This design comes from an exercise in tuning for a short achievable clock period and few clock cycles per item on the open sky130 flow, not from production work. No functional check of the RTL was part of any run shown here. No driver is modelled on the clock port, so clocking that relies on it looks cheaper here than on a real chip. No activity file was given, so power comes from the tool's default toggle rates.

==> design.v <==
module wav12_compressor (
    input  wire        clk,
    input  wire        rst,
    input  wire        start,
    input  wire [3:0]  cfg_shift,
    input  wire [15:0] cfg_nsamples,
    output wire        idle,
    output wire        done,
    input  wire        in_valid,
    input  wire [15:0] in_sample,
    output wire        in_ready,
    output wire        out_valid,
    output wire [7:0]  out_data,
    output wire        out_last,
    input  wire        out_ready
);
    reg        idle_q, done_q, in_ready_q, start_q, stall_q;
    reg [15:0] rem;          
    reg [3:0]  shift_r;
    wire go      = start & idle_q;
    wire take    = in_valid & in_ready_q;
    wire cfg_nz  = |cfg_nsamples;
    wire rem_is0 = (rem == 16'd0);
    wire rem_is1 = (rem == 16'd1);
    wire adv     = ~stall_q;
    reg        v0, l0;
    reg [15:0] raw;
    wire       v0_hold = v0 & stall_q;
    wire       v0_next = take | v0_hold;
    always @(posedge clk) begin
        if (!v0_hold) begin
            raw <= in_sample;
            l0  <= rem_is1;
        end
        if (rst) v0 <= 1'b0;
        else     v0 <= v0_next;
    end
    reg        v1, l1;
    reg signed [15:0] x1;
    always @(posedge clk) begin
        if (adv) begin
            x1 <= $signed(raw) >>> shift_r;
            l1 <= l0;
        end
        if (rst)      v1 <= 1'b0;
        else if (adv) v1 <= v0;
    end
    reg signed [15:0] p1, p2;        
    reg signed [19:0] g;             
    wire signed [19:0] xw    = x1;
    wire signed [19:0] e_pos = xw - g;
    wire signed [19:0] e_neg = g - xw;
    wire signed [19:0] a_x   = x1 - p1;
    wire signed [19:0] g_nx  = (a_x <<< 1) + a_x + p2;
    reg        v2, l2, neg2;
    reg [19:0] ad2;
    reg [15:0] x2;
    always @(posedge clk) begin
        if (start_q) begin
            p1 <= 16'sd0;
            p2 <= 16'sd0;
            g  <= 20'sd0;
        end else if (adv & v1) begin
            p1 <= x1;
            p2 <= p1;
            g  <= g_nx;
        end
        if (adv) begin
            ad2  <= e_pos[19] ? e_neg : e_pos;
            neg2 <= e_pos[19];
            x2   <= x1;
            l2   <= l1;
        end
        if (rst)      v2 <= 1'b0;
        else if (adv) v2 <= v1;
    end
    reg [4:0] w_c;
    integer i;
    always @* begin
        w_c = 5'd1;
        for (i = 1; i < 19; i = i + 1)
            if (ad2[i]) w_c = i[4:0] + 5'd1;
    end
    wire       esc_c = |ad2[19:15];
    wire [4:0] len_c = esc_c ? 5'd20 : 5'd5 + w_c;
    reg  [2:0] pos_acc;
    wire [4:0] t_c   = {2'b00, pos_acc} + len_c;
    reg        v3, l3, neg3, esc3;
    reg [14:0] mag3;
    reg [15:0] x3;
    reg [3:0]  code3;
    reg [4:0]  sh3;          
    reg [2:0]  pos3;
    reg [1:0]  nf3;          
    reg [2:0]  nb3;          
    always @(posedge clk) begin
        if (adv) begin
            mag3  <= ad2[14:0];
            neg3  <= neg2;
            esc3  <= esc_c;
            x3    <= x2;
            code3 <= w_c[3:0] - 4'd1;
            sh3   <= 5'd27 - w_c - {2'b00, pos_acc};
            pos3  <= pos_acc;
            nf3   <= t_c[4:3];
            nb3   <= {1'b0, t_c[4:3]} + {2'b00, l2 & (t_c[2:0] != 3'd0)};
            l3    <= l2;
        end
        if (start_q)
            pos_acc <= 3'd0;
        else if (adv & v2)
            pos_acc <= t_c[2:0];
        if (rst)      v3 <= 1'b0;
        else if (adv) v3 <= v2;
    end
    reg  [7:0]  carry;
    wire [31:0] head_n = {code3, ~neg3, 27'd0} >> pos3;
    wire [31:0] mag_n  = {17'd0, mag3} << sh3;
    wire [31:0] unit_e = {4'hF, x3, 12'd0} >> pos3;
    wire [31:0] al4    = esc3 ? unit_e : (head_n | mag_n);
    wire [31:0] m4     = al4 | {carry, 24'd0};
    reg  [7:0]  part4;
    always @* begin
        case (nf3)
            2'd0: part4 = m4[31:24];
            2'd1: part4 = m4[23:16];
            2'd2: part4 = m4[15:8];
            default: part4 = m4[7:0];
        endcase
    end
    reg        v4, l4;
    reg [31:0] m4q;
    reg [2:0]  nb4;
    always @(posedge clk) begin
        if (adv) begin
            m4q <= m4;
            nb4 <= nb3;
            l4  <= l3;
        end
        if (start_q)
            carry <= 8'd0;
        else if (adv & v3)
            carry <= part4;
        if (rst) v4 <= 1'b0;
        else     v4 <= adv & v3;
    end
    reg [7:0] fdata [0:15];
    reg       flast [0:15];
    reg [3:0] wptr, rptr;
    reg [4:0] count;
    wire [2:0] wn = v4 ? nb4 : 3'd0;
    integer k;
    always @(posedge clk) begin
        for (k = 0; k < 16; k = k + 1) begin : wr
            reg [3:0] lane;
            lane = k[3:0] - wptr;
            if (lane < {1'b0, wn}) begin
                case (lane[1:0])
                    2'd0: fdata[k] <= m4q[31:24];
                    2'd1: fdata[k] <= m4q[23:16];
                    2'd2: fdata[k] <= m4q[15:8];
                    default: fdata[k] <= m4q[7:0];
                endcase
                flast[k] <= l4 & (lane[2:0] == nb4 - 3'd1);
            end
        end
    end
    reg       ov_q, ol_q;
    reg [7:0] od_q;
    wire       nonempty = (count != 5'd0);
    wire       load     = ~ov_q | out_ready;
    wire       pop      = load & nonempty;
    wire [4:0] cnt_add  = count + {2'b00, wn};
    wire [4:0] cnt_sub  = cnt_add - 5'd1;
    wire [3:0] rptr_inc = rptr + 4'd1;
    always @(posedge clk) begin
        if (load) begin
            od_q <= fdata[rptr];
            ol_q <= flast[rptr];
        end
        if (rst) begin
            ov_q  <= 1'b0;
            rptr  <= 4'd0;
            wptr  <= 4'd0;
            count <= 5'd0;
        end else begin
            if (load) ov_q <= nonempty;
            rptr  <= pop ? rptr_inc : rptr;
            wptr  <= wptr + {1'b0, wn};
            count <= pop ? cnt_sub : cnt_add;
        end
    end
    wire stall_next = cnt_add > 5'd8;
    wire last_out  = ov_q & ol_q & out_ready;
    wire done_next = last_out | (go & ~cfg_nz);
    wire more_next = ~rem_is0 & ~(rem_is1 & take);
    always @(posedge clk) begin
        if (idle_q) begin
            rem     <= cfg_nsamples;
            shift_r <= cfg_shift;
        end else if (take) begin
            rem     <= rem - 16'd1;
        end
        if (rst) begin
            idle_q     <= 1'b1;
            done_q     <= 1'b0;
            in_ready_q <= 1'b0;
            start_q    <= 1'b0;
            stall_q    <= 1'b0;
        end else begin
            done_q  <= done_next;
            start_q <= go;
            stall_q <= stall_next;
            if (go)             idle_q <= ~cfg_nz;
            else if (last_out)  idle_q <= 1'b1;
            if (idle_q)
                in_ready_q <= go & cfg_nz;
            else
                in_ready_q <= more_next & (~v0_next | ~stall_next);
        end
    end
    assign idle      = idle_q;
    assign done      = done_q;
    assign in_ready  = in_ready_q;
    assign out_valid = ov_q;
    assign out_data  = od_q;
    assign out_last  = ol_q;
endmodule
==> flow/run.sh <==
#!/bin/bash
set -euo pipefail
bash standard.sh SETUP_SLACK_MARGIN=7 finish > standard_flow.log 2>&1
==> standard.sh <==
#!/bin/bash
# synth_recipe.tcl (not shown) runs the flow's synth.tcl, then flattens the netlist and writes it again
# the make line also repeats each setting of config.mk as NAME=value (left out here)
make -C /OpenROAD-flow-scripts/flow DESIGN_CONFIG=/design/flow/config.mk WORK_HOME=/design/flow/orfs CLKGATE_MAP_FILE= SYNTH_SCRIPT=/design/flow/synth_recipe.tcl "${@:-finish}"
==> config.mk <==
export PLATFORM = sky130hd
export DESIGN_NAME = wav12_compressor
export DESIGN_NICKNAME = wav12_compressor
export VERILOG_FILES = /design/flow/design.v
export SDC_FILE = /design/flow/constraint.sdc
export NUM_CORES = 4
export LEC_CHECK = 0
export CAP_MARGIN = 20
export CORE_MARGIN = 2
export CORE_UTILIZATION = 40
export PLACE_DENSITY = 0.6
export SLEW_MARGIN = 20
==> constraint.sdc <==
create_clock -name core_clock -period 10.0 [get_ports {clk}]
set_input_delay 2.0000 -clock core_clock [delete_from_list [all_inputs] [get_ports {clk}]]
set_output_delay 2.0000 -clock core_clock [all_outputs]
set_load 0.01 [all_outputs]
==> results_dict.tcl, run 1 <==
set metrics [dict create \
    hold_buffers 0 \
    cts_tree "yes" \
    avgViaCountPerCell 5.57 \
    grtUsageTotal_pct 19.5 \
    start_kind "flip-flop" \
    drcViolationCount 0 \
    finalSetupViolations 0 \
    tightest_slew_ns 0.910 \
    yosys_warnings 3 \
    syn_area_mm2 0.0236 \
    syn_inst 2201 \
    cp_max_fo 3 \
    wl_met2_um 29800 \
    coreArea_mm2 0.0587 \
    crit_type "reg2reg" \
    yosysMostFrequentCell "edfxtp_1" \
    firstDrtPassIters 8 \
    cts_root_buffer "clkbuf_16" \
    vias 17500 \
    synth_ff_type "edfxtp_1" \
    worstPathRequired_ns 10.51 \
    ant_nets 0 \
    cts.path.max_buffers 3 \
    wl_met1_um 26300 \
    io_buffers 53 \
    r2r_end "g[16]$_SDFFE_PP0P_" \
    fp.dieH_um 247 \
    gp_congestion 0.894 \
    top_layer "met4" \
    layout-drive-gt1-share_pct 18.2 \
    startpoint "x1[0]$_DFFE_PN_" \
    synth.largest_area_cell "edfxtp_1" \
    pin_count 54 \
    grt_overflow 0 \
    wl_met3_um 2800 \
    seq_area_frac_synth_pct 49.5 \
    drt_iter0_drc 1443 \
    ys_types 83 \
    p_per_area_mw_per_mm2 340 \
    seqCellArea_mm2 0.0117 \
    hpwl_um 41800 \
    finalMaxSlewViolations 0 \
    holdWs_ns 0.418 \
    synth-edff-count 332 \
    synthTopCellsByCount "edfxtp_1, nand2_1, a21oi_1" \
    cts_buffers 47 \
    r2r_slack_ns 5.24 \
    leakage_nw 10.6 \
    diodes 0 \
    ys_seq_elements 419 \
    r2r-start "x1[0]$_DFFE_PN_" \
    hold_path.class "reg2reg" \
    wl_per_cell_um 19.4 \
    area_delta_synth_final_pct 20.2 \
    async_reset_ff_share_pct 0 \
    start_util_pct 40.3 \
    multi_input_area_mm2 0.0119 \
    rsz0062_at_grt "true" \
    outcome "no timing/DRC/antenna violations" \
    ir_drop_uv 265 \
    finalHoldViolCount 0 \
    max-slew-margin-rel_pct 39.3 \
    max_freq_mhz 210 \
    grt_max_degree 73 \
    period_share_pct 47.6 \
    period_minus_slack_ns 4.76 \
    grt_pass1_wl_um 94400 \
    cts-htree-levels 2 \
    dieArea_mm2 0.0611 \
    reg2reg_depth 25 \
    synth_fp_nets 2395 \
    antenna_found_initial 0 \
    netlist.area_leader.share_pct 42.2 \
    clk_pin_slew_ns 0.06 \
    critPathCapture "g[16]$_SDFFE_PP0P_" \
    synthTopCellsByArea "edfxtp_1, dfxtp_1, ha_1, mux2i_1, nand2_1" \
    cts.sinks 419 \
    clk_latency_ns 0.61 \
    clock_skew_ns 0.0387 \
    wirelength_um 60900 \
    critPathArrivalTime_ns 5.27 \
    syn_avg_cell_area_um2 10.7 \
    die_w_um 247 \
    setup_tns_ns 0 \
    nets 2516 \
    grt_pass1_vias 17300 \
    worstSetupEndpointType "flip-flop" \
    rows 89 \
    cap_violations 0 \
    nFillCells 5232 \
]
==> where the power goes <==
group / leakage, nW / internal, mW / switching (mW)
logic: 5.89 / 2.25 / 2.78
registers: 3.98 / 2.50 / 0.372
clock network: 0.754 / 1.04 / 0.707
==> worst max-delay path, cell delays in order (launching register included) <==
cell and delay, ns:
edfxtp_1 0.39, inv_2 0.10, ha_4 0.14, inv_2 0.03, fa_2 0.33, a21o_1 0.20
a21oi_2 0.16, o21bai_1 0.09, a21oi_2 0.16, nor2b_1 0.07, o21a_1 0.21, o31ai_4 0.29
nor2b_4 0.21, xor2_2 0.21, fa_1 0.45, inv_2 0.08, ha_4 0.20, a21oi_4 0.17
nor2_2 0.06, a21oi_2 0.15, o21ai_2 0.10, o41ai_4 0.32, buf_4 0.18, xnor2_2 0.10
nand2_1 0.08, a21oi_2 0.18
==> through the flow <==
| step | instance area (um^2) | util, % | power, mW | setup slack, ns | std cells |
|---|---|---|---|---|---|
| global route | 28400 | 48.4 | 10.3 | 5.03 | 3133 |
| CTS | 27700 | 47.1 | 9.12 | 5.28 | 3099 |
| detailed placement | 25200 | 43.0 | 6.87 | 4.97 | 2949 |
| global placement | 25200 | 43.0 | 6.78 | 5.04 | 2949 |
| finish | 28400 | 48.4 | 9.65 | 5.24 | 3133 |
| floorplan | 24000 | - | 5.87 | 5.46 | 2201 |
==> cell type report <==
cell class	instances	share of cell area, %
multi-input combinational	1502	41.8
clock inverter	21	0.933
inverter	174	2.38
tap	773	3.40
clock buffer	66	4.57
timing repair buffer	178	5.60
sequential	419	41.3
==> routing by layer <==
layer,up-vias,global-route usage [%]
met5,-,0
met4,0,6.89
met3,119,2.29
met2,490,33.3
met1,8474,25.5
li1,8374,-
==> what timing repair did <==
item,CTS,global route
pin swaps,67,77
resized for setup,150,99
setup endpoints to repair,106,72
setup buffers,61,34
gates cloned,2,0
==> placed cells by master, fill, tap and decap left out, drive strengths merged, types with 8 or more instances in the layout <==
cell type / instances
edfxtp: 332
nand2: 243
a21oi: 176
inv: 172
buf: 136
ha: 128
nor2: 123
mux2i: 102
o21ai: 92
dfxtp: 87
clkbuf: 66
xnor2: 55
a222oi: 49
clkdlybuf4s50: 40
nor2b: 39
xor2: 34
nor3: 34
nand3: 31
a211oi: 26
a21o: 25
fa: 25
a22oi: 21
mux2: 21
a31oi: 20
a22o: 16
o31ai: 15
mux4: 14
nand2b: 14
clkinv: 14
nor4: 13
and2: 12
o21bai: 12
a221oi: 12
o211ai: 11
nand4: 10
or3: 9
o22ai: 8
o21a: 8
a311oi: 8
==> how the worst min path moves through the flow <==
stage	from	endpoint	slack (ns)	cells after the start
floorplan	l0$_DFFE_PN_	l1$_DFFE_PN_	0.40	0
global placement	neg2$_DFFE_PN_	neg3$_DFFE_PN_	0.40	0
detailed placement	x2[8]$_DFFE_PN_	x3[8]$_DFFE_PN_	0.40	0
CTS	x2[8]$_DFFE_PN_	x3[8]$_DFFE_PN_	0.42	0
global route	x2[8]$_DFFE_PN_	x3[8]$_DFFE_PN_	0.42	0
finish	x2[9]$_DFFE_PN_	x3[9]$_DFFE_PN_	0.42	0
==> flip-flops by register name, summed over array words and instances (netlist names), 4 cells and up <==
name     flops
fdata      128
m4q         32
ad2         20
g           20
flast       16
p1          16
p2          16
raw         16
rem         16
x1          16
x2          16
x3          16
mag3        15
carry        8
od_q         8
count        5
sh3          5
code3        4
rptr         4
shift_r      4
wptr         4
==> cell families (layout without fill, tap and decap cells) <==
group	after synthesis	after routing	synth area share, %
buffers and inverters	280	439	4.56
DFF	419	419	49.5
muxes	137	137	6.67
AOI/OAI and AO/OA	559	559	16.2
and+or+nand+nor	564	564	10.9
xor gates and xnor gates	89	89	3.30
adders and majority gates	153	153	8.89
==> run 2: changes to the inputs <==
--- a/design.v
+++ b/design.v
@@ -46,11 +46,14 @@
         else if (adv) v1 <= v0;
     end
-    reg signed [15:0] p1, p2;        
+    reg signed [15:0] p1;            
     reg signed [19:0] g;             
+    reg signed [19:0] h;             
     wire signed [19:0] xw    = x1;
+    wire signed [19:0] x2w   = xw <<< 1;
+    wire signed [19:0] p1w   = p1;
     wire signed [19:0] e_pos = xw - g;
     wire signed [19:0] e_neg = g - xw;
-    wire signed [19:0] a_x   = x1 - p1;
-    wire signed [19:0] g_nx  = (a_x <<< 1) + a_x + p2;
+    wire signed [19:0] g_nx  = xw + x2w + h;
+    wire signed [19:0] h_nx  = p1w - xw - x2w;
     reg        v2, l2, neg2;
     reg [19:0] ad2;
@@ -59,10 +62,10 @@
         if (start_q) begin
             p1 <= 16'sd0;
-            p2 <= 16'sd0;
             g  <= 20'sd0;
+            h  <= 20'sd0;
         end else if (adv & v1) begin
             p1 <= x1;
-            p2 <= p1;
             g  <= g_nx;
+            h  <= h_nx;
         end
         if (adv) begin
@@ -75,15 +78,33 @@
         else if (adv) v2 <= v1;
     end
-    reg [4:0] w_c;
+    reg  [2:0] pos_acc;
+    reg [15:0] sel;
     integer i;
     always @* begin
-        w_c = 5'd1;
-        for (i = 1; i < 19; i = i + 1)
-            if (ad2[i]) w_c = i[4:0] + 5'd1;
-    end
-    wire       esc_c = |ad2[19:15];
-    wire [4:0] len_c = esc_c ? 5'd20 : 5'd5 + w_c;
-    reg  [2:0] pos_acc;
-    wire [4:0] t_c   = {2'b00, pos_acc} + len_c;
+        sel[0] = |ad2[19:15];
+        for (i = 2; i <= 15; i = i + 1)
+            sel[i] = ad2[i-1] & ~(|(ad2[19:0] >> i));
+        sel[1] = ~(|ad2[19:1]);
+    end
+    reg [3:0] code_c;
+    reg [4:0] sh_c;
+    reg [1:0] nf_c;
+    reg [2:0] nb_c, pos_c;
+    reg [4:0] t_w;
+    integer j;
+    always @* begin
+        code_c = 4'd0; sh_c = 5'd0; nf_c = 2'd0; nb_c = 3'd0; pos_c = 3'd0;
+        for (j = 0; j <= 15; j = j + 1) begin
+            t_w = {2'b00, pos_acc} + ((j == 0) ? 5'd20 : 5'd5 + j[4:0]);
+            if (sel[j]) begin
+                code_c = code_c | (j[3:0] - 4'd1);
+                sh_c   = sh_c | (5'd27 - j[4:0] - {2'b00, pos_acc});
+                nf_c   = nf_c | t_w[4:3];
+                nb_c   = nb_c | ({1'b0, t_w[4:3]} + {2'b00, l2 & (t_w[2:0] != 3'd0)});
+                pos_c  = pos_c | t_w[2:0];
+            end
+        end
+    end
+    wire esc_c = sel[0];
     reg        v3, l3, neg3, esc3;
     reg [14:0] mag3;
@@ -100,9 +121,9 @@
             esc3  <= esc_c;
             x3    <= x2;
-            code3 <= w_c[3:0] - 4'd1;
-            sh3   <= 5'd27 - w_c - {2'b00, pos_acc};
+            code3 <= code_c;
+            sh3   <= sh_c;
             pos3  <= pos_acc;
-            nf3   <= t_c[4:3];
-            nb3   <= {1'b0, t_c[4:3]} + {2'b00, l2 & (t_c[2:0] != 3'd0)};
+            nf3   <= nf_c;
+            nb3   <= nb_c;
             l3    <= l2;
         end
@@ -110,5 +131,5 @@
             pos_acc <= 3'd0;
         else if (adv & v2)
-            pos_acc <= t_c[2:0];
+            pos_acc <= pos_c;
         if (rst)      v3 <= 1'b0;
         else if (adv) v3 <= v2;
==> run 2 against run 1 <==
Compared with the run above: hold slack lost 0.0071 ns; clock-buffer cell count fell by 11; die area rose by 6.5%; via count up 11%; non-clock buffer count grew 12; area after synthesis rose by 6.6%; largest cell class unchanged.
==> results_dict.tcl, run 2 <==
set metrics [dict create \
    outcome "no timing/DRC/antenna violations" \
    max-slew-margin-rel_pct 35.5 \
    finalSetupViolations 0 \
    drt_iter0_drc 1719 \
    pin_count 54 \
    wl_per_cell_um 21.0 \
    gp_congestion 0.904 \
    layout-drive-gt1-share_pct 17.9 \
    yosysMostFrequentCell "edfxtp_1" \
    ys_types 88 \
    seqCellArea_mm2 0.0118 \
    r2r_slack_ns 6.73 \
    hpwl_um 48800 \
    grt_pass1_vias 18900 \
    grt_max_degree 73 \
    die_w_um 255 \
    hold_buffers 0 \
    reg2reg_depth 14 \
    largest_register_ffs 128 \
    diodes 0 \
    dp_cells 3194 \
    clock_skew_ns 0.0203 \
    critPathCapture "g[17]$_SDFFE_PP0P_" \
    cap_violations 0 \
    avgViaCountPerCell 5.70 \
    finalHoldViolCount 0 \
    ys_seq_elements 421 \
    ant_nets 0 \
    crit_type "reg2reg" \
    clk_pin_slew_ns 0.07 \
    cp_cell_sequence "buf_6, fa_1, ha_2, inv_2, fa_2, nor2b_4, o31ai_4, a2111oi_4, nor2_2, a21oi_2, a221o_1, xor2_1, nand2_1, a21oi_1" \
    nets 2740 \
    seqPwrFrac_pct 32.2 \
    clk_latency_ns 0.60 \
    synthTopCellsByArea "edfxtp_1, ha_1, dfxtp_1, mux2i_1, a21oi_1" \
    startpoint "x1[1]$_DFFE_PN_" \
    wirelength_um 70900 \
    critPathArrivalTime_ns 3.79 \
    netlist.area_leader.share_pct 39.5 \
    cts-htree-levels 2 \
    sw_frac_of_total_pct 40.5 \
    layout.cells.non_filler 3383 \
    mostFrequentLayoutCells "edfxtp_1, nand2_1, a21oi_1" \
    rows 92 \
    p_clk_share_pct 18.0 \
    dieArea_mm2 0.0650 \
    synth_ff_type "edfxtp_1" \
    cts.path.max_buffers 3 \
    r2r-start "x1[1]$_DFFE_PN_" \
    regMostFlops "fdata" \
    grtUsageTotal_pct 21.4 \
    setup_tns_ns 0 \
    fp.dieH_um 255 \
    cts.sinks 421 \
    hold_path.class "reg2reg" \
    finalPower_mw 9.04 \
    worstPathRequired_ns 10.52 \
    reg_top3 "fdata x128, m4q x32" \
    syn_avg_cell_area_um2 10.5 \
    period_minus_slack_ns 3.27 \
    io_buffers 53 \
    seq_area_frac_synth_pct 46.6 \
    rsz0062_at_grt "true" \
    synth-edff-count 332 \
    grt_pass1_wl_um 108000 \
    synthTopCellsByCount "edfxtp_1, nand2_1, a21oi_1" \
    start_util_pct 40.2 \
    async_reset_ff_share_pct 0 \
    pwr-share-comb_pct 49.8 \
    nFillCells 5622 \
    intPower_mw 5.38 \
    grt_overflow 0 \
    period_share_pct 32.7 \
    firstDrtPassIters 9 \
    multi_input_area_mm2 0.0136 \
    slowest_delay_ns 0.49 \
    cp_slowest_cell "fa_1" \
    antenna_found_initial 1 \
    max_freq_mhz 306 \
    ir_drop_uv 182 \
    area_delta_synth_final_pct 19.1 \
    synth.largest_area_cell "edfxtp_1" \
    tightest_slew_ns 0.965 \
    vias 19300 \
    worstSetupEndpointType "flip-flop" \
    switching_power_mw 3.67 \
    coreArea_mm2 0.0627 \
    p_per_area_mw_per_mm2 301 \
    r2r_end "g[17]$_SDFFE_PP0P_" \
    syn_inst 2394 \
    cts_tree "yes" \
    drcViolationCount 0 \
    syn_area_mm2 0.0252 \
    layout_commonest_cell "edfxtp_1" \
    yosys_warnings 3 \
    finalMaxSlewViolations 0 \
    leakage_nw 11.2 \
    start_kind "flip-flop" \
    cts_root_buffer "clkbuf_16" \
    cp_max_fo 3 \
    cts_buffers 45 \
    synth_fp_nets 2627 \
]
[run 2: power by group through the flow]
stage	Sequential, mW	Combinational (mW)	Clock [mW]
finish	2.91	4.51	1.63
global route	2.96	4.91	1.72
global placement	2.94	3.51	0
CTS	2.91	4.00	1.66
floorplan	2.77	2.72	0
detailed placement	2.97	3.56	0
[run 2: kinds of logic after synthesis]
logic type	synth area share, %
compound gates	16.9
xor+xnor	2.96
fa+ha+maj	10.6
buf+inv	3.97
flops	46.6
mux	7.04
simple gates	11.9
[run 2: worst max-delay path: cells and delay by family, from the launching register on]
kind	cells	cell delay, ns
AO/OA/AOI/OAI	5	1.07
adder cells (fa/ha/maj)	3	1.04
flip-flops	1	0.42
AND/OR/NAND/NOR	3	0.32
buffers and inverters	2	0.18
XOR/XNOR	1	0.15
[run 2: through the flow]
stage                     area [um^2]  utilization (%)  hold slack, ns  setup WS (ns)
after floorplan                 25400                -           0.400           6.61
after global placement          26600             42.5           0.402           5.71
after detailed placement        26600             42.5           0.405           5.72
after CTS                       29000             46.2           0.414           6.65
after global routing            30000             47.9           0.415           6.60
final                           30000             47.9           0.411           6.73
[run 2: per-layer routing]
layer | part of all wire (%) | vias to the layer above | global-route usage (%)
met3 | 5.9 | 135 | 2.87
met5 | 0 | - | 0
met2 | 49 | 641 | 36.0
met4 | 3.2 | 0 | 7.94
li1 | - | 9135 | -
met1 | 42 | 9387 | 28.3
[run 2: cell type report]
class                           count  area share (%)
Clock buffer                       55            3.94
Tap cell                          846            3.53
Timing Repair Buffer              190            5.62
Clock inverter                     22           0.713
Sequential cell                   421            39.2
Inverter                          129            1.72
Multi-Input combinational cell   1720            45.3
[run 2: what timing repair did]
action | 4_1_cts | 5_1_grt
endpoints found under the setup margin | 99 | 173
resized for setup | 179 | 129
buffers inserted | 54 | 55
pin swaps | 45 | 85
gates cloned | 3 | 0
[run 2: worst min path at each step]
stage | startpoint | depth (start not counted) | end
6_report | x2[1]$_DFFE_PN_ | 0 | x3[1]$_DFFE_PN_
4_1_cts | l3$_DFFE_PN_ | 0 | l4$_DFFE_PN_
3_3_place_gp | neg2$_DFFE_PN_ | 0 | neg3$_DFFE_PN_
2_1_floorplan | l0$_DFFE_PN_ | 0 | l1$_DFFE_PN_
3_5_place_dp | l3$_DFFE_PN_ | 0 | l4$_DFFE_PN_
5_1_grt | l0$_DFFE_PN_ | 0 | l1$_DFFE_PN_
==> run 3: changes to the inputs <==
==> flow/run.sh (replaced) <==
#!/bin/bash
set -euo pipefail
M="SETUP_SLACK_MARGIN=7"
RES=orfs/results/$FLOW_PLATFORM/wav12_compressor/base
bash standard.sh $M cts > standard_cts.log 2>&1
RES=$RES openroad -no_init -exit flow/rmroot.tcl > rmroot.log 2>&1
if [[ -f $RES/4_cts.odb.new ]]; then
  cp $RES/4_cts.odb.new $RES/4_1_cts.odb
  sleep 1
  mv $RES/4_cts.odb.new $RES/4_cts.odb
  touch $RES/4_cts.sdc
fi
bash standard.sh $M finish > standard_finish.log 2>&1
==> flow/rmroot.tcl (new file) <==
set res $::env(RES)
read_db $res/4_cts.odb
set block [ord::get_db_block]
set port_net [$block findNet clk]
set root ""
foreach it [$port_net getITerms] {
  set inst [$it getInst]
  if {[string match "clkbuf_0_*" [$inst getName]]} { set root $inst }
}
if {$root eq ""} { puts "no root buffer"; exit 0 }
set out_net [[$root findITerm X] getNet]
set loads {}
foreach it [$out_net getITerms] {
  if {[$it getInst] ne $root} { lappend loads $it }
}
set n_port [llength [$port_net getITerms]]
puts "root [$root getName] drives [llength $loads] pins; port drives $n_port pins"
if {[llength $loads] + $n_port - 1 > 4} { puts "too many loads, keeping the root"; exit 0 }
foreach it $loads {
  $it disconnect
  $it connect $port_net
}
[$root findITerm A] disconnect
odb::dbInst_destroy $root
odb::dbNet_destroy $out_net
$port_net setSigType CLOCK
puts "port now drives [llength [$port_net getITerms]] pins"
write_db $res/4_cts.odb.new
==> run 3 against run 2 <==
Compared with the run above: hold slack is essentially flat; die area unchanged; maximum frequency down 0.24%; critical endpoint is now g[14]$_SDFFE_PP0P_; final cell count hardly changed; synthesized cell count unchanged; global-route usage decreased by 0.11 points; worst setup slack worse by 0.0080 ns; flip-flop and latch count unchanged; clock skew increased by 0.0025 ns.
==> results_dict.tcl, run 3 <==
set metrics [dict create \
    finalMaxSlewViolations 0 \
    syn_inst 2394 \
    rsz0062_at_grt "true" \
    cts-htree-levels 2 \
    hpwl_um 48800 \
    grt_pass1_vias 18900 \
    start_kind "flip-flop" \
    largest_register_ffs 128 \
    grt_overflow 0 \
    cts_buffers 45 \
    period_share_pct 32.8 \
    grt_max_degree 73 \
    seq_area_frac_synth_pct 46.6 \
    cts.sinks 421 \
    synth_fp_nets 2627 \
    fin_area_mm2 0.0300 \
    ir_drop_uv 183 \
    async_reset_ff_share_pct 0 \
    worstPathRequired_ns 10.27 \
    max_freq_mhz 305 \
    r2r_slack_ns 6.72 \
    gp_congestion 0.904 \
    outcome "no timing/DRC/antenna violations" \
    finalSetupViolations 0 \
    avgViaCountPerCell 5.73 \
    path_delay_family "compound AO/OA/AOI/OAI gates" \
    die_w_um 255 \
    yosys_warnings 3 \
    intPower_mw 5.36 \
    cp_max_fo 4 \
    switching_power_mw 3.65 \
    nets 2738 \
    hold_path.class "reg2reg" \
    drcViolationCount 0 \
    cts_tree "yes" \
    cts_root_buffer "clkbuf_16" \
    yosysMostFrequentCell "edfxtp_1" \
    startpoint "x1[3]$_DFFE_PN_" \
    area_delta_synth_final_pct 19.2 \
    cap_violations 0 \
    reg_top3 "fdata x128, m4q x32" \
    start_util_pct 40.2 \
    dieArea_mm2 0.0650 \
    ys_types 88 \
    clock_skew_ns 0.0227 \
    syn_avg_cell_area_um2 10.5 \
    clk_pin_slew_ns 0.07 \
    critical_path_buf_inv_count 2 \
    grt_pass1_wl_um 108000 \
    diodes 0 \
    finalHoldViolCount 0 \
    final_util_pct 47.9 \
    grtUsageTotal_pct 21.3 \
    mostFrequentLayoutCells "edfxtp_1, nand2_1, a21oi_1" \
    clk_latency_ns 0.42 \
    vias 19400 \
    seqPwrFrac_pct 32.3 \
    setup_tns_ns 0 \
    worstSetupEndpointType "flip-flop" \
    pin_count 54 \
    ant_nets 0 \
    synthTopCellsByCount "edfxtp_1, nand2_1, a21oi_1" \
    antenna_found_initial 1 \
    tightest_slew_ns 0.968 \
    regMostFlops "fdata" \
    max-slew-margin-rel_pct 35.5 \
    p_per_area_mw_per_mm2 300 \
    fp.dieH_um 255 \
    sw_frac_of_total_pct 40.5 \
    pwr-share-comb_pct 50.0 \
    synthTopCellsByArea "edfxtp_1, ha_1, dfxtp_1, mux2i_1, a21oi_1" \
    drt_iter0_drc 1779 \
    cts.path.max_buffers 3 \
    hold_buffers 0 \
    slowest_delay_ns 0.57 \
    wl_per_cell_um 20.9 \
    r2r-start "x1[3]$_DFFE_PN_" \
    min_from "nb3[1]$_DFFE_PN_" \
    critPathArrivalTime_ns 3.54 \
    cp_slowest_cell "fa_1" \
    coreArea_mm2 0.0627 \
    io_buffers 53 \
    p_clk_share_pct 17.6 \
    layout_commonest_cell "edfxtp_1" \
    layout-drive-gt1-share_pct 18.0 \
    netlist.area_leader.share_pct 39.5 \
    period_minus_slack_ns 3.28 \
    synth_ff_type "edfxtp_1" \
    wirelength_um 70800 \
    cp_cell_sequence "buf_6, buf_6, fa_1, ha_4, and2_4, a22o_4, o311a_4, o31ai_4, a21oi_2, or3_1, nand3_2, a21oi_2" \
    synth.largest_area_cell "edfxtp_1" \
    firstDrtPassIters 9 \
    synth-edff-count 332 \
    leakage_nw 11.2 \
    ys_seq_elements 421 \
    crit_type "reg2reg" \
    placed_area_mm2 0.0266 \
    syn_area_mm2 0.0252 \
    rows 92 \
]
run 3: changes by cell type in the layout (fill, tap and decap cells not counted), moves of 2 or more:
cell / change
nor4_2: +2
nor4_1: -3
dlymetal6s2s_1: +11
clkdlybuf4s50_1: -11
run 3: routing by layer:
layer  GRT usage (%)  wire length, um  vias up
met5               0                0        -
met4            7.62             2190        0
met3            2.59             3810      137
met2            36.0            34600      640
met1            28.3            30200     9459
li1                -                -     9127
run 3: cell type report:
type	instances	area (um^2)
Fill cell	5619	32700
Multi-Input combinational cell	1720	13600
Sequential cell	421	11800
Timing Repair Buffer	189	1700
Clock buffer	54	1160
Tap cell	846	1060
Inverter	129	515
Clock inverter	22	214
run 3: power groups by stage:
stage                     Combinational [mW]  Clock, mW  Sequential, mW
final                                   4.51       1.59            2.91
after global placement                  3.51          0            2.94
after global routing                    4.91       1.68            2.96
after detailed placement                3.56          0            2.97
after floorplan                         2.72          0            2.77
after CTS                               4.00       1.66            2.91
run 3: path summary, 6_finish.rpt:
check | endpoint | depth (start not counted)
worst max-delay path | g[14]$_SDFFE_PP0P_ | 12
worst min-delay path | nb4[1]$_DFFE_PN_ | 0
worst max register to register | g[14]$_SDFFE_PP0P_ | 12
worst min register to register | nb4[1]$_DFFE_PN_ | 0
run 3: cell families after synthesis:
group | share of synthesized area (%)
DFF | 46.6
adders and majority gates | 10.6
buffers and inverters | 3.97
and+or+nand+nor | 11.9
muxes | 7.04
AOI/OAI and AO/OA | 16.9
xor gates and xnor gates | 2.96
run 3: stage by stage:
stage,setup WS (ns),total power [mW],cells,hold slack (ns)
2_1_floorplan,6.61,5.49,2394,0.400
3_3_place_gp,5.71,6.46,3194,0.402
3_5_place_dp,5.72,6.53,3194,0.405
4_1_cts,6.65,8.56,3328,0.414
5_1_grt,6.60,9.54,3381,0.414
6_report,6.72,9.00,3381,0.411
run 3: repair_timing:
item / 4_1_cts / 5_1_grt
gates resized for setup: 179 / 144
setup buffers: 54 / 54
pin swaps: 45 / 91
cloned: 3 / 0
endpoints found under the setup margin: 99 / 175
==> run 4: changes to the inputs <==
--- a/design.v
+++ b/design.v
@@ -38,8 +38,12 @@
     reg        v1, l1;
     reg signed [15:0] x1;
-    always @(posedge clk) begin
-        if (adv) begin
-            x1 <= $signed(raw) >>> shift_r;
-            l1 <= l0;
+    reg signed [17:0] x1_3;          
+    wire signed [15:0] xq  = $signed(raw) >>> shift_r;
+    wire signed [17:0] xq1 = xq;
+    always @(posedge clk) begin
+        if (adv) begin
+            x1   <= xq;
+            x1_3 <= xq1 + (xq1 <<< 1);
+            l1   <= l0;
         end
         if (rst)      v1 <= 1'b0;
@@ -50,10 +54,10 @@
     reg signed [19:0] h;             
     wire signed [19:0] xw    = x1;
-    wire signed [19:0] x2w   = xw <<< 1;
+    wire signed [19:0] x3w   = x1_3;
     wire signed [19:0] p1w   = p1;
     wire signed [19:0] e_pos = xw - g;
     wire signed [19:0] e_neg = g - xw;
-    wire signed [19:0] g_nx  = xw + x2w + h;
-    wire signed [19:0] h_nx  = p1w - xw - x2w;
+    wire signed [19:0] g_nx  = x3w + h;
+    wire signed [19:0] h_nx  = p1w - x3w;
     reg        v2, l2, neg2;
     reg [19:0] ad2;
@@ -215,5 +219,6 @@
     wire last_out  = ov_q & ol_q & out_ready;
     wire done_next = last_out | (go & ~cfg_nz);
-    wire more_next = ~rem_is0 & ~(rem_is1 & take);
+    wire rdy_take  = ~rem_is0 & ~rem_is1 & ~stall_next;
+    wire rdy_idle  = ~rem_is0 & (~v0_hold | ~stall_next);
     always @(posedge clk) begin
         if (idle_q) begin
@@ -238,5 +243,5 @@
                 in_ready_q <= go & cfg_nz;
             else
-                in_ready_q <= more_next & (~v0_next | ~stall_next);
+                in_ready_q <= take ? rdy_take : rdy_idle;
         end
     end
==> run 4 against run 3 <==
Compared with the run above: still clean; critical path depth stayed put; clock skew rose by 0.0037 ns; die area rose by 2.2%; final cell count up 2.9%; worst setup slack got worse by 0.71 ns; routed wire length up 2.1%; flip-flop and latch count up 17; non-clock buffer count up 17; global-route usage down 0.26 points; critical endpoint is now x1_3[16]$_DFFE_PN_.
==> results_dict.tcl, run 4 <==
set metrics [dict create \
    finalSetupViolations 0 \
    cts_root_buffer "clkbuf_16" \
    tightest_slew_ns 0.918 \
    layout_commonest_cell "edfxtp_1" \
    cp_max_fo 4 \
    wl_per_cell_um 20.8 \
    busiest_layer "met2" \
    cts-htree-levels 2 \
    diodes 0 \
    start_util_pct 40.2 \
    leakage_nw 11.7 \
    cp_slowest_cell "mux4_2" \
    gp_congestion 0.927 \
    io_buffers 53 \
    ant_nets 0 \
    reg_top3 "fdata x128, m4q x32" \
    largest_register_ffs 128 \
    synth_fp_nets 2671 \
    grtUsageTotal_pct 21.1 \
    crit_type "reg2reg" \
    nFillCells 5767 \
    pin_count 54 \
    slowest_delay_ns 0.55 \
    yosysMostFrequentCell "edfxtp_1" \
    hpwl_um 49000 \
    synthTopCellsByArea "edfxtp_1, ha_1, dfxtp_1, mux2i_1, a21oi_1" \
    vias 20000 \
    grtUsageMet3_pct 2.13 \
    synthTopCellsByCount "edfxtp_1, nand2_1, a21oi_1" \
    max-slew-margin-rel_pct 38.8 \
    syn_inst 2455 \
    mostFrequentLayoutCells "edfxtp_1, nand2_1, a21oi_1" \
    grt_overflow 0 \
    start_kind "flip-flop" \
    synth-edff-count 348 \
    p_per_area_mw_per_mm2 279 \
    firstDrtPassIters 8 \
    cp_cell_sequence "buf_6, buf_12, mux4_2, mux4_2, ha_4, a21o_1, a21o_1, o311a_4, o41ai_4, o2111ai_2, a2111oi_4, nor3_2" \
    grt_pass1_vias 19500 \
    cts.path.max_buffers 3 \
    regMostFlops "fdata" \
    nets 2803 \
    finalHoldViolCount 0 \
    period_minus_slack_ns 3.99 \
    avgViaCountPerCell 5.74 \
    drcViolationCount 0 \
    clk_pin_slew_ns 0.06 \
    layout-drive-gt1-share_pct 18.1 \
    ys_types 84 \
    fin_area_mm2 0.0307 \
    setup_tns_ns 0 \
    worstSetupEndpointType "flip-flop" \
    synth.largest_area_cell "edfxtp_1" \
    hold_buffers 0 \
    rows 93 \
    die_w_um 258 \
    synth_ff_type "edfxtp_1" \
    clk_latency_ns 0.41 \
    cap_violations 0 \
    cts_tree "yes" \
    finalMaxSlewViolations 0 \
    area_delta_synth_final_pct 19.1 \
    grt_pass1_wl_um 112000 \
    netlist.area_leader.share_pct 40.6 \
    hold_path.class "reg2reg" \
    async_reset_ff_share_pct 0 \
    holdWs_ns 0.423 \
    rsz0062_at_grt "true" \
    wirelength_um 72300 \
    seq_area_frac_synth_pct 47.6 \
    max_freq_mhz 251 \
    grt_max_degree 68 \
    antenna_found_initial 1 \
    syn_area_mm2 0.0258 \
    use_met1_pct 28.5 \
    placed_area_mm2 0.0272 \
    dieArea_mm2 0.0665 \
    outcome "no timing/DRC/antenna violations" \
    cts_buffers 46 \
    coreArea_mm2 0.0641 \
    worstPathRequired_ns 10.14 \
    clock_skew_ns 0.0264 \
    met2_usage_pct 36.0 \
    period_share_pct 39.9 \
    ir_drop_uv 169 \
    critPathArrivalTime_ns 4.12 \
    cts.sinks 438 \
    yosys_warnings 3 \
    fp.dieH_um 258 \
    syn_avg_cell_area_um2 10.5 \
    drt_iter0_drc 1912 \
    ys_seq_elements 438 \
]
## run 4: where the power goes
part / internal, mW / switching (mW)
clock network: 0.937 / 0.703
logic: 1.67 / 2.18
registers: 2.63 / 0.441
total: 5.23 / 3.33
## run 4: worst paths after layout
kind	from	endpoint	depth (start not counted)	slack, ns
setup / recovery	shift_r[0]$_DFFE_PP_	x1_3[16]$_DFFE_PN_	12	6.01
hold / removal	l3$_DFFE_PN_	l4$_DFFE_PN_	0	0.42
hold reg to reg	l3$_DFFE_PN_	l4$_DFFE_PN_	0	0.42
setup reg to reg	shift_r[0]$_DFFE_PP_	x1_3[16]$_DFFE_PN_	12	6.01
## run 4: critical path: cells and delay by family, from the launching register on
kind	cells	cell delay, ns
DFF	1	0.40
adders and majority gates	1	0.27
and+or+nand+nor	1	0.07
AOI/OAI and AO/OA	6	1.66
buffers and inverters	2	0.25
muxes	2	1.07
## run 4: timing repair
item / CTS / global route
cloned: 2 / 3
buffers inserted: 88 / 33
resized for setup: 180 / 116
setup endpoints to repair: 117 / 94
pin swaps: 39 / 40
## run 4: layout make-up
| class | instances | area, um^2 | area share, % |
|---|---|---|---|
| clock buffers | 60 | 1240 | 4.05 |
| clock inverters | 25 | 218 | 0.710 |
| inverters | 156 | 598 | 1.95 |
| multi-input cells | 1739 | 13400 | 43.8 |
| flip-flops and latches | 438 | 12300 | 40.0 |
| well taps | 855 | 1070 | 3.49 |
| repair buffers | 206 | 1830 | 5.96 |
| repair inverters | 1 | 5.00 | 0.0163 |
## run 4: logic make-up (layout without fill, tap and decap cells)
family | Yosys count | in the layout | share of synthesized area, %
AND/OR/NAND/NOR | 654 | 654 | 12.1
AO/OA/AOI/OAI | 651 | 653 | 16.8
flip-flops | 438 | 438 | 47.6
buffers and inverters | 280 | 448 | 4.19
adder cells (fa/ha/maj) | 175 | 175 | 8.73
multiplexers | 163 | 163 | 7.48
XOR/XNOR | 94 | 94 | 3.20
## run 4: per-stage QoR
stage / utilization [%] / power, mW / cells / setup WS, ns
3_5_place_dp: 42.5 / 6.32 / 3269 / 5.51
3_3_place_gp: 42.5 / 6.26 / 3269 / 5.66
4_1_cts: 46.7 / 8.37 / 3445 / 6.15
6_report: 47.9 / 8.56 / 3480 / 6.01
2_1_floorplan: - / 5.36 / 2455 / 6.26
5_1_grt: 47.9 / 9.07 / 3480 / 5.90
## run 4: metal layers
layer,share of wire [%],up-vias
met4,2.4,0
met2,49,624
li1,-,9474
met1,43,9771
met3,5.3,117
met5,0,-
==> run 5: changes to the inputs <==
--- a/design.v
+++ b/design.v
@@ -21,6 +21,7 @@
     wire take    = in_valid & in_ready_q;
     wire cfg_nz  = |cfg_nsamples;
-    wire rem_is0 = (rem == 16'd0);
-    wire rem_is1 = (rem == 16'd1);
+    reg        take_q;
+    wire rem_is0 = take_q ? (rem == 16'd1) : (rem == 16'd0);
+    wire rem_is1 = take_q ? (rem == 16'd2) : (rem == 16'd1);
     wire adv     = ~stall_q;
     reg        v0, l0;
@@ -174,11 +175,16 @@
     reg [3:0] wptr, rptr;
     reg [4:0] count;
-    wire [2:0] wn = v4 ? nb4 : 3'd0;
+    wire [2:0] wn = v4 ? nb4 : 3'd0;           
+    wire       nonempty = (count != 5'd0);
+    wire       byp      = ~ov_q & ~nonempty & (wn != 3'd0);
+    wire [2:0] wq       = byp ? wn - 3'd1 : wn;    
     integer k;
     always @(posedge clk) begin
         for (k = 0; k < 16; k = k + 1) begin : wr
-            reg [3:0] lane;
-            lane = k[3:0] - wptr;
-            if (lane < {1'b0, wn}) begin
+            reg [3:0] rel;
+            reg [2:0] lane;
+            rel  = k[3:0] - wptr;
+            lane = rel[2:0] + {2'b00, byp};
+            if (rel < {1'b0, wq}) begin
                 case (lane[1:0])
                     2'd0: fdata[k] <= m4q[31:24];
@@ -187,5 +193,5 @@
                     default: fdata[k] <= m4q[7:0];
                 endcase
-                flast[k] <= l4 & (lane[2:0] == nb4 - 3'd1);
+                flast[k] <= l4 & (lane == nb4 - 3'd1);
             end
         end
@@ -193,12 +199,14 @@
     reg       ov_q, ol_q;
     reg [7:0] od_q;
-    wire       nonempty = (count != 5'd0);
     wire       load     = ~ov_q | out_ready;
     wire       pop      = load & nonempty;
-    wire [4:0] cnt_add  = count + {2'b00, wn};
+    wire [4:0] cnt_add  = count + {2'b00, wq};
     wire [4:0] cnt_sub  = cnt_add - 5'd1;
     wire [3:0] rptr_inc = rptr + 4'd1;
     always @(posedge clk) begin
-        if (load) begin
+        if (byp) begin
+            od_q <= m4q[31:24];
+            ol_q <= l4 & (nb4 == 3'd1);
+        end else if (load) begin
             od_q <= fdata[rptr];
             ol_q <= flast[rptr];
@@ -210,7 +218,8 @@
             count <= 5'd0;
         end else begin
-            if (load) ov_q <= nonempty;
+            if (byp)       ov_q <= 1'b1;
+            else if (load) ov_q <= nonempty;
             rptr  <= pop ? rptr_inc : rptr;
-            wptr  <= wptr + {1'b0, wn};
+            wptr  <= wptr + {1'b0, wq};
             count <= pop ? cnt_sub : cnt_add;
         end
@@ -225,5 +234,5 @@
             rem     <= cfg_nsamples;
             shift_r <= cfg_shift;
-        end else if (take) begin
+        end else if (take_q) begin
             rem     <= rem - 16'd1;
         end
@@ -234,5 +243,7 @@
             start_q    <= 1'b0;
             stall_q    <= 1'b0;
+            take_q     <= 1'b0;
         end else begin
+            take_q  <= take;
             done_q  <= done_next;
             start_q <= go;
==> flow/run.sh (replaced) <==
#!/bin/bash
set -euo pipefail
K=("SETUP_SLACK_MARGIN=7.4" "BUFFER_PORTS_ARGS=-buffer_cell sky130_fd_sc_hd__buf_4")
RES=orfs/results/$FLOW_PLATFORM/wav12_compressor/base
bash standard.sh "${K[@]}" cts > standard_cts.log 2>&1
RES=$RES openroad -no_init -exit flow/rmroot.tcl > rmroot.log 2>&1
if [[ -f $RES/4_cts.odb.new ]]; then
  cp $RES/4_cts.odb.new $RES/4_1_cts.odb
  sleep 1
  mv $RES/4_cts.odb.new $RES/4_cts.odb
  touch $RES/4_cts.sdc
fi
bash standard.sh "${K[@]}" finish > standard_finish.log 2>&1
==> run 5 against run 4 <==
Compared with the run above: still clean on timing, DRC and antenna; area after synthesis is 0.40% higher; register-to-register slack improved by 0.34 ns; synthesized cell count rose by 0.41%; flip-flop and latch count grew 1; combinational power is 11% higher; first-iteration DRC count fell by 21%; clock power rose by 11%; worst setup slack gained 0.34 ns; sequential power is 1% lower; sequential share of layout area shrank 3.9 points; critical endpoint is now x1[1]$_DFFE_PN_.
==> results_dict.tcl, run 5 <==
set metrics [dict create \
    cts-htree-levels 2 \
    firstDrtPassIters 9 \
    r2r_slack_ns 6.35 \
    seq_area_frac_synth_pct 47.4 \
    wl_met1_um 31300 \
    nets 2940 \
    largest_register_ffs 128 \
    clk_pin_slew_ns 0.06 \
    hold_buffers 0 \
    r2r-start "shift_r[0]$_DFFE_PP_" \
    syn_avg_cell_area_um2 10.5 \
    synth_ff_type "edfxtp_1" \
    whs_path_depth 0 \
    regMostFlops "fdata" \
    avgViaCountPerCell 5.70 \
    gp_congestion 0.908 \
    layout_commonest_cell "edfxtp_1" \
    async_reset_ff_share_pct 0 \
    leakage_nw 13.0 \
    dp_cells 3261 \
    crit_type "reg2reg" \
    diodes 0 \
    grt_pass1_wl_um 115000 \
    wl_met2_um 39400 \
    finalSetupViolations 0 \
    syn_inst 2465 \
    min_from "x2[3]$_DFFE_PN_" \
    period_share_pct 36.5 \
    layout.cells.non_filler 3614 \
    ir_drop_uv 140 \
    worstPathRequired_ns 10.15 \
    layout_setup_ws_ns 6.35 \
    synth-edff-count 348 \
    drt_iter0_drc 1513 \
    holdWs_ns 0.418 \
    max_freq_mhz 274 \
    vias 20600 \
    top_layer "met4" \
    pin_count 54 \
    fp.dieH_um 258 \
    synthTopCellsByCount "edfxtp_1, nand2_1, a21oi_1" \
    ys_types 77 \
    p_per_area_mw_per_mm2 268 \
    grt_overflow 0 \
    cts_root_buffer "clkbuf_16" \
    grt_pass1_vias 20200 \
    finalHoldViolCount 0 \
    wl_met3_um 3450 \
    rows 93 \
    antenna_found_initial 0 \
    cap_violations 0 \
    start_util_pct 40.3 \
    grt_max_degree 86 \
    clock_skew_ns 0.0219 \
    yosys_warnings 3 \
    start_kind "flip-flop" \
    cp_max_fo 4 \
    finalMaxSlewViolations 0 \
    setup_tns_ns 0 \
    ant_nets 0 \
    coreArea_mm2 0.0642 \
    hpwl_um 49500 \
    wirelength_um 76800 \
    synth.largest_area_cell "edfxtp_1" \
    layout-drive-gt1-share_pct 30.5 \
    clk_latency_ns 0.40 \
    reg2reg_depth 26 \
    netlist.area_leader.share_pct 40.4 \
    wl_per_cell_um 21.3 \
    worstSetupEndpointType "flip-flop" \
    dieArea_mm2 0.0667 \
    r2r_end "x1[1]$_DFFE_PN_" \
    syn_area_mm2 0.0259 \
    hold_end "x3[3]$_DFFE_PN_" \
    grtUsageTotal_pct 21.8 \
    critPathArrivalTime_ns 3.80 \
    period_minus_slack_ns 3.65 \
    mostFrequentLayoutCells "edfxtp_1, nand2_1, buf_4" \
    ys_seq_elements 439 \
    io_buffers 53 \
    tightest_slew_ns 1.03 \
    hold_path.class "reg2reg" \
    cts.path.max_buffers 3 \
    synthTopCellsByArea "edfxtp_1, ha_1, dfxtp_1, a21oi_1, mux4_2" \
    outcome "no timing/DRC/antenna violations" \
    rsz0062_at_grt "true" \
    die_w_um 258 \
    cts_tree "yes" \
    drcViolationCount 0 \
    synth_fp_nets 2685 \
    area_delta_synth_final_pct 31.7 \
    yosysMostFrequentCell "edfxtp_1" \
    max-slew-margin-rel_pct 31.2 \
    pre_cts_slack_ns 5.79 \
    cts.sinks 439 \
    cts_buffers 49 \
    reg_top3 "fdata x128, m4q x32" \
]
[run 5: changes by cell type after synthesis, sizes merged, moves of 14 or more]
| cell | change |
|---|---|
| nor2b | +14 |
| mux2i | -25 |
| nand2 | +29 |
| a21o | +20 |
| mux4 | +20 |
| nand3 | -24 |
| nor2 | +20 |
| a222oi | -34 |
[run 5: per-stage QoR]
stage / area [um^2] / utilization, % / total power, mW
2_1_floorplan: 26900 / - / 5.23
3_3_place_gp: 27700 / 43.2 / 6.04
3_5_place_dp: 27700 / 43.2 / 6.09
4_1_cts: 32300 / 50.4 / 8.59
5_1_grt: 34100 / 53.0 / 9.60
6_report: 34100 / 53.0 / 9.12
[run 5: worst max-delay path: stages, from the launching register on]
cell and delay (ns):
edfxtp_1 0.45, buf_6 0.17, nor2_4 0.10, a21oi_2 0.04, mux2_4 0.27, mux2_4 0.26, inv_2 0.06, nand2_2 0.05
o21ai_2 0.10, inv_2 0.11, buf_6 0.13, buf_6 0.10, buf_6 0.10, buf_6 0.10, buf_6 0.10, buf_6 0.10
buf_6 0.10, buf_6 0.10, buf_6 0.11, buf_6 0.10, buf_6 0.10, buf_6 0.10, buf_6 0.10, buf_6 0.10
buf_6 0.10, buf_6 0.10, buf_6 0.10
[run 5: repair_timing]
item,CTS,global route
endpoints found under the setup margin,501,471
setup buffers,193,63
resized for setup,247,258
pin swaps,94,111
cloned,7,1
hold endpoints to repair,0,0
[run 5: cell families after synthesis]
logic type | Yosys count | synth area share [%]
adders and majority gates | 179 | 8.89
xor gates and xnor gates | 100 | 3.46
muxes | 158 | 8.22
buffers and inverters | 273 | 4.02
AOI/OAI and AO/OA | 626 | 15.6
and+or+nand+nor | 690 | 12.4
DFF | 439 | 47.4
[run 5: layout make-up]
cell class | count | area, um^2
multi-input combinational | 1755 | 15100
tap | 855 | 1070
inverter | 143 | 577
timing repair buffer | 333 | 3390
sequential | 439 | 12300
clock inverter | 26 | 299
clock buffer | 63 | 1330
fill | 5500 | 30200
[run 5: routing by layer]
layer / up-vias / global-route usage (%)
li1: 9646 / -
met1: 10200 / 27.6
met2: 619 / 38.4
met3: 170 / 2.51
met4: 0 / 7.88
met5: - / 0
[run 5: worst max path at each step]
stage | from | endpoint | slack, ns
final | shift_r[0]$_DFFE_PP_ | x1[1]$_DFFE_PN_ | 6.35
after global routing | shift_r[1]$_DFFE_PP_ | x1_3[15]$_DFFE_PN_ | 6.16
after CTS | shift_r[1]$_DFFE_PP_ | x1_3[16]$_DFFE_PN_ | 6.34
after detailed placement | shift_r[1]$_DFFE_PP_ | x1_3[16]$_DFFE_PN_ | 5.79
after global placement | shift_r[0]$_DFFE_PP_ | x1_3[16]$_DFFE_PN_ | 5.77
after floorplan | stall_q$_SDFF_PP0_ | h[17]$_SDFFE_PP0P_ | 6.48
[run 5: where the power goes]
part	switching (mW)	total (mW)	leakage, nW	internal (mW)
clock network	0.720	1.82	0.783	1.09
logic	2.29	4.27	8.07	1.98
registers	0.405	3.03	4.16	2.63
==> run 6: changes to the inputs <==
--- a/design.v
+++ b/design.v
@@ -17,5 +17,5 @@
     reg        idle_q, done_q, in_ready_q, start_q, stall_q;
     reg [15:0] rem;          
-    reg [3:0]  shift_r;
+    reg [15:0] shift_oh;     
     wire go      = start & idle_q;
     wire take    = in_valid & in_ready_q;
@@ -40,9 +40,15 @@
     reg signed [15:0] x1;
     reg signed [17:0] x1_3;          
-    wire signed [15:0] xq  = $signed(raw) >>> shift_r;
-    wire signed [17:0] xq1 = xq;
-    always @(posedge clk) begin
-        if (adv) begin
-            x1   <= xq;
+    wire [30:0] raw_x = {{15{raw[15]}}, raw};
+    reg  [15:0] xq;
+    integer b;
+    always @* begin
+        for (b = 0; b < 16; b = b + 1)
+            xq[b] = |(shift_oh & raw_x[b +: 16]);
+    end
+    wire signed [17:0] xq1 = $signed(xq);
+    always @(posedge clk) begin
+        if (adv) begin
+            x1   <= $signed(xq);
             x1_3 <= xq1 + (xq1 <<< 1);
             l1   <= l0;
@@ -233,5 +239,5 @@
         if (idle_q) begin
             rem     <= cfg_nsamples;
-            shift_r <= cfg_shift;
+            shift_oh <= 16'd1 << cfg_shift;
         end else if (take_q) begin
             rem     <= rem - 16'd1;
==> run 6 against run 5 <==
Compared with the run above: still clean on timing, DRC and antenna; routed wire length grew 6.2%; first-iteration DRC count rose by 43%; clock-buffer cell count shrank 6; utilization down 0.41 points; sequential share of layout area increased by 0.63 points; non-clock buffer count increased by 15; largest cell class unchanged; largest power group unchanged; highest routed layer unchanged.
==> results_dict.tcl, run 6 <==
set metrics [dict create \
    outcome "no timing/DRC/antenna violations" \
    path_delay_family "compound AO/OA/AOI/OAI gates" \
    synth.largest_area_cell "edfxtp_1" \
    grt_overflow 0 \
    cts_root_buffer "clkbuf_16" \
    vias 21500 \
    yosysMostFrequentCell "edfxtp_1" \
    cp_cell_sequence "buf_4, a22oi_1, nand3_1, or3_4, ha_4, a21o_1, a21oi_2, o21ai_2, nand2_1, o21ai_2, o41ai_2, nor2_1, a211oi_2, xnor2_1" \
    die_w_um 261 \
    p_per_area_mw_per_mm2 255 \
    nets 2985 \
    tightest_slew_ns 0.840 \
    io_buffers 53 \
    pre_cts_slack_ns 6.16 \
    drt_iter0_drc 2157 \
    finalSetupViolations 0 \
    r2r_slack_ns 6.61 \
    rsz0062_at_grt "true" \
    setup_tns_ns 0 \
    avgViaCountPerCell 5.86 \
    area_delta_synth_final_pct 30.8 \
    rows 94 \
    yosys_warnings 3 \
    largest_register_ffs 128 \
    firstDrtPassIters 6 \
    grt_pass1_wl_um 122000 \
    hpwl_um 50300 \
    async_reset_ff_share_pct 0 \
    synthTopCellsByCount "edfxtp_1, nand2_1, a21oi_1" \
    ys_types 88 \
    slowest_delay_ns 0.50 \
    ys_seq_elements 451 \
    cts.path.max_buffers 3 \
    regMostFlops "fdata" \
    leakage_nw 13.0 \
    cp_slowest_cell "edfxtp_1" \
    syn_avg_cell_area_um2 10.5 \
    synth_fp_nets 2720 \
    wl_per_cell_um 22.2 \
    start_kind "flip-flop" \
    worstPathRequired_ns 10.17 \
    gp_congestion 0.937 \
    critPathArrivalTime_ns 3.56 \
    reg2reg_depth 14 \
    layout-drive-gt1-share_pct 30.8 \
    synth_ff_type "edfxtp_1" \
    period_minus_slack_ns 3.39 \
    cts.sinks 451 \
    wirelength_um 81600 \
    finalHoldViolCount 0 \
    period_share_pct 33.9 \
    ir_drop_uv 144 \
    syn_area_mm2 0.0264 \
    r2r_end "x1_3[14]$_DFFE_PN_" \
    synthTopCellsByArea "edfxtp_1, ha_1, dfxtp_1, a21oi_1, nand2_1" \
    grt_pass1_vias 21100 \
    dieArea_mm2 0.0680 \
    netlist.area_leader.share_pct 41.0 \
    cts-htree-levels 2 \
    drcViolationCount 0 \
    fp.dieH_um 261 \
    max-slew-margin-rel_pct 43.8 \
    min_from "x2[4]$_DFFE_PN_" \
    max_freq_mhz 295 \
    grt_max_degree 160 \
    coreArea_mm2 0.0655 \
    worstSetupEndpointType "flip-flop" \
    seq_area_frac_synth_pct 47.9 \
    mostFrequentLayoutCells "edfxtp_1, buf_4, nand2_1" \
    layout_setup_ws_ns 6.61 \
    cap_violations 0 \
    clock_skew_ns 0.0267 \
    cts_buffers 49 \
    cts_tree "yes" \
    clk_pin_slew_ns 0.06 \
    hold_path.class "reg2reg" \
    hold_end "x3[4]$_DFFE_PN_" \
    cp_max_fo 6 \
    cpMostUsedCell "o21ai_2" \
    crit_type "reg2reg" \
    reg_top3 "fdata x128, m4q x32" \
    whs_path_depth 0 \
    pin_count 54 \
    critical_path_buf_inv_count 1 \
    finalMaxSlewViolations 0 \
    hold_buffers 0 \
    grtUsageTotal_pct 22.9 \
    layout_commonest_cell "edfxtp_1" \
    syn_inst 2500 \
    r2r-start "raw[12]$_DFFE_PN_" \
    antenna_found_initial 0 \
    start_util_pct 40.2 \
    ant_nets 0 \
    clk_latency_ns 0.43 \
    synth-edff-count 360 \
    diodes 0 \
]
==> run 6: cell types whose count changed after synthesis, moves of 13 or more <==
cell     change
a22oi_1     +38
mux2i_1     -23
a22o_1      +21
nand3_1     +18
nor2_1      -16
inv_1       -15
mux4_2      -13
nand4_1     +13
==> run 6: kinds of logic (layout without fill, tap and decap cells) <==
logic type                 after synthesis  count (layout)  share of synthesized area (%)
xor gates and xnor gates               108             109                           3.69
AOI/OAI and AO/OA                      685             685                           17.2
muxes                                  128             128                           6.35
and+or+nand+nor                        681             684                           12.2
adders and majority gates              179             179                           8.72
buffers and inverters                  268             569                           3.92
DFF                                    451             451                           47.9
==> run 6: through the flow <==
stage / cell area, um^2 / hold slack [ns] / util, % / power (mW) / instances
floorplan: 27100 / 0.400 / - / 5.14 / 2500
global placement: 28000 / 0.403 / 42.7 / 5.91 / 3297
detailed placement: 28000 / 0.405 / 42.7 / 5.96 / 3297
CTS: 32900 / 0.419 / 50.2 / 8.37 / 3592
global route: 34500 / 0.422 / 52.6 / 9.24 / 3669
finish: 34500 / 0.420 / 52.6 / 8.80 / 3669
==> run 6: final cells by class <==
class	count	area, um^2
fill	5559	31000
multi-input combinational	1785	15200
sequential	451	12700
timing repair buffer	348	3420
clock buffer	57	1270
tap	864	1080
inverter	131	524
clock inverter	33	374
==> run 6: layer usage <==
metal / part of all wire (%) / global-route usage, % / vias up / wire length (um)
li1: - / - / 9890 / -
met4: 3.8 / 8.81 / 0 / 3130
met3: 6.3 / 2.59 / 195 / 5110
met1: 40 / 29.0 / 10600 / 32800
met5: 0 / 0 / - / 0
met2: 50 / 40.1 / 859 / 40500
==> run 6: how the worst max path moves through the flow <==
stage,start,endpoint,depth (start not counted)
final,raw[12]$_DFFE_PN_,x1_3[14]$_DFFE_PN_,14
after global routing,nb4[0]$_DFFE_PN_,in_ready_q$_SDFF_PP0_,17
after CTS,nb4[0]$_DFFE_PN_,in_ready_q$_SDFF_PP0_,16
after detailed placement,nb4[0]$_DFFE_PN_,in_ready_q$_SDFF_PP0_,17
after global placement,nb4[0]$_DFFE_PN_,in_ready_q$_SDFF_PP0_,16
after floorplan,nb4[0]$_DFFE_PN_,in_ready_q$_SDFF_PP0_,17
==> run 6: what timing repair did <==
item,CTS,global route
endpoints found under the setup margin,396,391
gates cloned,9,3
gates resized for setup,280,209
setup buffers,195,75
hold endpoints to repair,0,0
pin swaps,138,106
==> run 6: worst register-to-register path, stage by stage (launching register included) <==
cell and delay (ns):
edfxtp_1 0.50, buf_4 0.20, a22oi_1 0.17, nand3_1 0.11, or3_4 0.49, ha_4 0.23, a21o_1 0.17, a21oi_2 0.21
o21ai_2 0.09, nand2_1 0.10, o21ai_2 0.08, o41ai_2 0.38, nor2_1 0.11, a211oi_2 0.22, xnor2_1 0.11
==> run 6: where the power goes <==
group / leakage, nW / internal, mW / switching (mW) / total, mW
Sequential: 4.22 / 2.64 / 0.394 / 3.03
Clock: 0.786 / 1.07 / 0.768 / 1.84
Combinational: 8.03 / 1.78 / 2.15 / 3.94

-- re-timing with driven ports --
How much do the figures lean on ideal ports? The routed layouts below were timed once more, with nothing changed but the port constraints.
Step 1 (the two cells are an assumption about what drives the block):
set clk [get_ports {clk}]
set_driving_cell -lib_cell sky130_fd_sc_hd__clkbuf_16 $clk
set_driving_cell -lib_cell sky130_fd_sc_hd__buf_2 [delete_from_list [all_inputs] $clk]
Step 2 moves the port delays by t, midway between the first and last clock arrival at a register: inputs arrive t later, outputs are due t later. That takes back most of the time a late clock gives input paths.
a / b / c = ideal ports / drivers / drivers and shift; a / b = the first two.
run | t, ns | setup slack, ns | worst setup path at the end | slew at the worst register clock pin (ns) | cell pins on the clock port's net
run 1 | 0.644 | 5.235 / 5.235 / 5.235 | register to register | 0.06 / 0.06 | 1
run 2 | 0.655 | 6.732 / 6.732 / 6.480 | input to register | 0.07 / 0.07 | 1
run 3 | 0.524 | 6.724 / 6.724 / 6.608 | input to register | 0.07 / 0.07 | 4
run 4 | 0.526 | 6.014 / 6.014 / 6.014 | register to register | 0.06 / 0.06 | 4
run 5 | 0.516 | 6.349 / 6.349 / 6.349 | register to register | 0.07 / 0.07 | 4
run 6 | 0.532 | 6.613 / 6.613 / 6.613 | register to register | 0.07 / 0.07 | 4
After both steps setup and hold are still met in every run listed. The setup slack of run 2, which loses most, moves by 0.000 ns with the drivers and by -0.252 ns with both steps.
